What follows belongs to an exercise in optimizing a design on an open flow for small area, a short achievable clock period and few clock cycles per item; a production flow would make more cautious choices. The RTL was checked by simulation tests, not by an equivalence proof against the original design.

==> v11 <==
==> flow/design.v <==
module oncore_xtea (
    input  wire        clk,
    input  wire        rst_n,         
    input  wire [2:0]  kop,           
    input  wire [2:0]  kaddr,         
    input  wire [31:0] kdata,
    input  wire [2:0]  kraddr,        
    output wire [31:0] krdata,
    output wire        old_valid,
    input  wire        start,
    input  wire        decrypt,       
    input  wire [1:0]  method,
    input  wire        ksel,          
    input  wire [7:0]  cpr,           
    input  wire        allow_noenc,
    input  wire [63:0] din,           
    output wire        ready,
    output reg         done,
    output reg         err,
    output wire [63:0] dout
);
    localparam [2:0] KOP_NONE   = 3'd0;
    localparam [2:0] KOP_WRITE  = 3'd1;
    localparam [2:0] KOP_ROTATE = 3'd2;
    localparam [2:0] KOP_COMMIT = 3'd3;
    localparam [2:0] KOP_OVALID = 3'd4;
    localparam [31:0] DELTA  = 32'h9E3779B9;
    localparam [31:0] NDELTA = 32'h61C88647;     
    reg [31:0] cur_key [0:3];
    reg [31:0] old_key [0:3];
    reg        old_valid_r;
    wire [31:0] kd    = kdata & {32{rst_n}};
    wire        kacc  = ready & !start;
    wire        k_wr  = kacc & (kop == KOP_WRITE);
    wire        k_rot = kacc & (kop == KOP_ROTATE);
    integer j;
    always @(posedge clk) begin
        for (j = 0; j < 4; j = j + 1) begin
            if (!rst_n || (k_wr && kaddr == {1'b0, j[1:0]}) || (k_rot && j == 3))
                cur_key[j] <= kd;
            if (!rst_n || (k_wr && kaddr == {1'b1, j[1:0]}) || k_rot)
                old_key[j] <= (k_rot && rst_n) ? cur_key[j] : kd;
        end
    end
    always @(posedge clk) begin
        if (!rst_n)
            old_valid_r <= 1'b0;
        else if (kacc) begin
            case (kop)
                KOP_ROTATE: old_valid_r <= 1'b1;
                KOP_COMMIT: old_valid_r <= 1'b0;
                KOP_OVALID: old_valid_r <= kdata[0];
                default: ;
            endcase
        end
    end
    assign krdata    = kraddr[2] ? old_key[kraddr[1:0]] : cur_key[kraddr[1:0]];
    assign old_valid = old_valid_r;
    reg        run;           
    reg        pre;           
    reg        skl;           
    reg        dec_r;
    reg        ksel_r;
    reg [9:0]  cnt;           
    reg [31:0] ra, rb;        
    reg [31:0] s;             
    reg [31:0] sk1;           
    wire busy   = run | pre | skl;
    assign ready = !busy;
    wire accept = start & !busy;
    wire [8:0] cpr_n     = (cpr == 8'd0) ? 9'd256 : {1'b0, cpr};
    wire [9:0] n_cycles  = (method[0] ? {1'b0, cpr_n} : 10'd0) + (method[1] ? {cpr_n, 1'b0} : 10'd0);
    wire       bad_param = (method == 2'd0) ? !allow_noenc : (ksel && !old_valid_r);
    wire       good      = !bad_param && (method != 2'd0);
    wire last = run & (cnt == 10'd1);
    reg  [31:0] c32;          
    wire [4:0]  digit = pre ? cnt[4:0] : n_cycles[9:5];
    always @* begin
        case (digit)
            5'd0: c32 = 32'h00000000;
            5'd1: c32 = 32'h9E3779B9;
            5'd2: c32 = 32'h3C6EF372;
            5'd3: c32 = 32'hDAA66D2B;
            5'd4: c32 = 32'h78DDE6E4;
            5'd5: c32 = 32'h1715609D;
            5'd6: c32 = 32'hB54CDA56;
            5'd7: c32 = 32'h5384540F;
            5'd8: c32 = 32'hF1BBCDC8;
            5'd9: c32 = 32'h8FF34781;
            5'd10: c32 = 32'h2E2AC13A;
            5'd11: c32 = 32'hCC623AF3;
            5'd12: c32 = 32'h6A99B4AC;
            5'd13: c32 = 32'h08D12E65;
            5'd14: c32 = 32'hA708A81E;
            5'd15: c32 = 32'h454021D7;
            5'd16: c32 = 32'hE3779B90;
            5'd17: c32 = 32'h81AF1549;
            5'd18: c32 = 32'h1FE68F02;
            5'd19: c32 = 32'hBE1E08BB;
            5'd20: c32 = 32'h5C558274;
            5'd21: c32 = 32'hFA8CFC2D;
            5'd22: c32 = 32'h98C475E6;
            5'd23: c32 = 32'h36FBEF9F;
            5'd24: c32 = 32'hD5336958;
            5'd25: c32 = 32'h736AE311;
            5'd26: c32 = 32'h11A25CCA;
            5'd27: c32 = 32'hAFD9D683;
            5'd28: c32 = 32'h4E11503C;
            5'd29: c32 = 32'hEC48C9F5;
            5'd30: c32 = 32'h8A8043AE;
            5'd31: c32 = 32'h28B7BD67;
            default: c32 = 32'h0;
        endcase
    end
    wire [31:0] s_nx = (pre ? {s[26:0], 5'd0} : s) + (pre ? c32 : (dec_r ? NDELTA : DELTA));
    function [31:0] kpick;
        input [2:0] sel;
        begin
            case (sel)
                3'd0: kpick = cur_key[0];
                3'd1: kpick = cur_key[1];
                3'd2: kpick = cur_key[2];
                3'd3: kpick = cur_key[3];
                3'd4: kpick = old_key[0];
                3'd5: kpick = old_key[1];
                3'd6: kpick = old_key[2];
                default: kpick = old_key[3];
            endcase
        end
    endfunction
    wire [1:0]  idx1   = dec_r ? s[12:11] : s[1:0];
    wire [1:0]  idx2   = dec_r ? s[1:0]   : s[12:11];
    wire [2:0]  sel1   = accept ? {ksel, 2'b00} : {ksel_r, idx1};
    wire [31:0] s1     = accept ? 32'd0 : s;
    wire        inv1   = !accept & dec_r;
    wire [31:0] sk1_nx = (s1 + kpick(sel1)) ^ {32{inv1}};
    wire [31:0] sk2    = (s + kpick({ksel_r, idx2})) ^ {32{dec_r}};
    function [31:0] mix;
        input [31:0] v;
        begin
            mix = ((v << 4) ^ (v >> 5)) + v;
        end
    endfunction
    wire [32:0] nb_w = {rb, dec_r} + {mix(ra) ^ sk1, dec_r};
    wire [31:0] nb   = nb_w[32:1];
    wire [32:0] na_w = {ra, dec_r} + {mix(nb) ^ sk2, dec_r};
    wire [31:0] na   = na_w[32:1];
    assign dout = dec_r ? {ra, rb} : {rb, ra};
    always @(posedge clk) begin
        sk1 <= sk1_nx;
        s   <= accept ? (decrypt ? c32 : DELTA) : s_nx;
        if (accept) begin
            dec_r  <= decrypt;
            ksel_r <= ksel;
            cnt    <= n_cycles;
            ra     <= decrypt ? din[63:32] : din[31:0];
            rb     <= decrypt ? din[31:0]  : din[63:32];
        end else if (run) begin
            ra  <= na;
            rb  <= nb;
            cnt <= cnt - 10'd1;
        end
    end
    always @(posedge clk) begin
        if (!rst_n) begin
            run  <= 1'b0;
            pre  <= 1'b0;
            skl  <= 1'b0;
            done <= 1'b0;
            err  <= 1'b0;
        end else begin
            done <= last;
            pre  <= accept & good & decrypt;
            skl  <= pre;
            if (accept) begin
                err  <= bad_param;
                done <= !good;
                run  <= good & !decrypt;
            end else begin
                run  <= skl | (run & !last);
            end
        end
    end
endmodule
==> flow/flow/run.sh <==
#!/bin/bash
# The standard layout, with the input and output ports buffered by the
# small sky130_fd_sc_hd__buf_2 instead of the flow's default delay buffer.
set -euo pipefail
bash standard.sh "BUFFER_PORTS_ARGS=-buffer_cell sky130_fd_sc_hd__buf_2" finish > standard_flow.log 2>&1
==> flow/standard.sh <==
#!/bin/bash
# synth_recipe.tcl (not shown) runs the flow's synth.tcl, then flattens the netlist and writes it again
# the make line also repeats each setting of config.mk as NAME=value (left out here)
make -C /OpenROAD-flow-scripts/flow DESIGN_CONFIG=/design/flow/config.mk WORK_HOME=/design/flow/orfs CLKGATE_MAP_FILE= SYNTH_SCRIPT=/design/flow/synth_recipe.tcl "${@:-finish}"
==> flow/config.mk <==
export PLATFORM = sky130hd
export DESIGN_NAME = oncore_xtea
export DESIGN_NICKNAME = oncore_xtea
export VERILOG_FILES = /design/flow/design.v
export SDC_FILE = /design/flow/constraint.sdc
export NUM_CORES = 4
export LEC_CHECK = 0
export ABC_AREA = 1
export CAP_MARGIN = 20
export CORE_MARGIN = 2
export CORE_UTILIZATION = 40
export SETUP_SLACK_MARGIN = 4
export SLEW_MARGIN = 20
==> flow/constraint.sdc <==
create_clock -name core_clock -period 12.0 [get_ports {clk}]
set_input_delay 2.4000 -clock core_clock [delete_from_list [all_inputs] [get_ports {clk}]]
set_output_delay 2.4000 -clock core_clock [all_outputs]
set_load 0.01 [all_outputs]
==> v9: changes against v11 <==
- ABC_AREA: 1 -> unset
- SETUP_SLACK_MARGIN: 4 -> 3
==> v18: changes against v11 <==
- SETUP_SLACK_MARGIN: 4 -> 5
==> v3: changes against v11 <==
==> flow/run.sh (new file) <==
#!/bin/bash
# synth_recipe.tcl (not shown) runs the flow's synth.tcl, then flattens the netlist and writes it again
# the make line also repeats each setting of config.mk as NAME=value (left out here)
make -C /OpenROAD-flow-scripts/flow DESIGN_CONFIG=/design/flow/config.mk WORK_HOME=/design/flow/orfs CLKGATE_MAP_FILE= SYNTH_SCRIPT=/design/flow/synth_recipe.tcl finish
- ABC_AREA: 1 -> unset
removed: flow/flow/run.sh
removed: flow/standard.sh
==> summary of the runs <==
v9 completed without violations. v11 ran to the end with no violations. v3 finished clean. v18 passed the timing, DRC and antenna checks.
In v3 the critical path depth is lower than in v11, by 1.
Against v11, the hold slack of v9 is worse by 0.057 ns.
Utilization, lowest first: v11, v9, v3, v18.
Fmax: v9 < v3 < v11 < v18.
Design area: v18 > v3 > v9 > v11.
Between v3 and v18, the lower global-route usage is in v3 (gap 3.1 points).
Worst setup slack, lowest first: v9, v3, v11, v18.
Of v18 and v3, v18 has the higher first-iteration DRC count (gap 24%, measured against v3).
==> figures <==
item                                                                                               v11                         v3                        v18                       v9
Run status                                                                     complete, no violations    complete, no violations    complete, no violations  complete, no violations
Area taken by multi-input logic gates                                                       22400 um^2                 25400 um^2                 24600 um^2               24500 um^2
Number of cells traversed by the worst hold path                                                     1                          2                          1                        2
Final critical-path setup slack                                                                4.35 ns                    3.23 ns                    4.88 ns                  2.99 ns
CP Depth                                                                                            41                         40                         39                       25
Distinct cells, synth                                                                               63                         83                         63                       83
Avg Vias per Cell                                                                                 5.82                       6.13                       5.85                     6.15
Share of synthesized cell area in full adder, half adder and majority cells                      8.73%                      8.80%                      8.73%                    8.80%
Number of buffer and inverter instances along the worst setup path                                   3                          0                          5                        4
DRT Pass-1 Iters                                                                                     6                          8                          7                        7
Invs w/o clock                                                                                     688                         87                        690                       86
Time the worst path needs with I/O delays and setup                                            7.65 ns                    8.77 ns                    7.12 ns                  9.01 ns
Start of the worst register-to-register path                                           ra[1]$_DFFE_PP_            ra[9]$_DFFE_PP_            ra[6]$_DFFE_PP_         ksel_r$_DFFE_PP_
Post-synthesis share of cell area spent on and, or, nand and nor gates                           20.3%                      15.2%                      20.3%                    15.2%
Cell with the largest stage delay on the worst path                          sky130_fd_sc_hd__edfxtp_1  sky130_fd_sc_hd__edfxtp_1  sky130_fd_sc_hd__edfxtp_1   sky130_fd_sc_hd__inv_1
CP most frequent cell                                                         sky130_fd_sc_hd__nand2_1   sky130_fd_sc_hd__xnor2_1   sky130_fd_sc_hd__nand2_1   sky130_fd_sc_hd__buf_4
Share of cells above drive strength 1                                                            10.1%                      17.8%                      19.0%                    18.9%
Setup Slack @ Placement                                                                        3.37 ns                    1.99 ns                    3.37 ns                  2.28 ns
Testbench counts of v11, summed over its fixed seeds: cycles 126,306, items 2,400.
Testbench counts of v9, summed over its fixed seeds: cycles 126,306, items 2,400.
Testbench counts of v18, summed over its fixed seeds: cycles 126,306, items 2,400.
Testbench counts of v3, summed over its fixed seeds: cycles 126,306, items 2,400.

## re-timing with driven ports
The results above use ideal ports. As a check the final layouts listed here were re-extracted and re-timed, cells and wires unchanged. Step 1 (the two cells are an assumption about what drives the block):
set clk [get_ports {clk}]
set_driving_cell -lib_cell sky130_fd_sc_hd__clkbuf_16 $clk
set_driving_cell -lib_cell sky130_fd_sc_hd__buf_2 [delete_from_list [all_inputs] $clk]
Step 2 also shifts input and output timing later by t, the mid clock arrival at the registers, as if the neighbouring blocks saw the same clock. Slacks: no drivers / after step 1 / after step 2; pairs: no drivers / after step 1.
run	shift t [ns]	slack for setup (ns)	hold slack, ns	worst setup path after step 2	worst slew at a driven data input, ns
v11	0.703	4.353 / 4.353 / 3.989	0.549 / 0.549 / 0.549	input to register	0.06
v9	0.695	2.990 / 2.990 / 2.793	0.492 / 0.492 / 0.492	input to register	0.06
v18	0.705	4.883 / 4.883 / 4.581	0.556 / 0.556 / 0.556	input to register	0.07
v3	0.688	3.228 / 3.228 / 3.228	0.508 / 0.508 / 0.508	register to register	0.08
After both steps every run listed still meets setup and hold. The setup slack of v11, which loses most, moves by 0.000 ns with the drivers and by -0.364 ns with both steps.
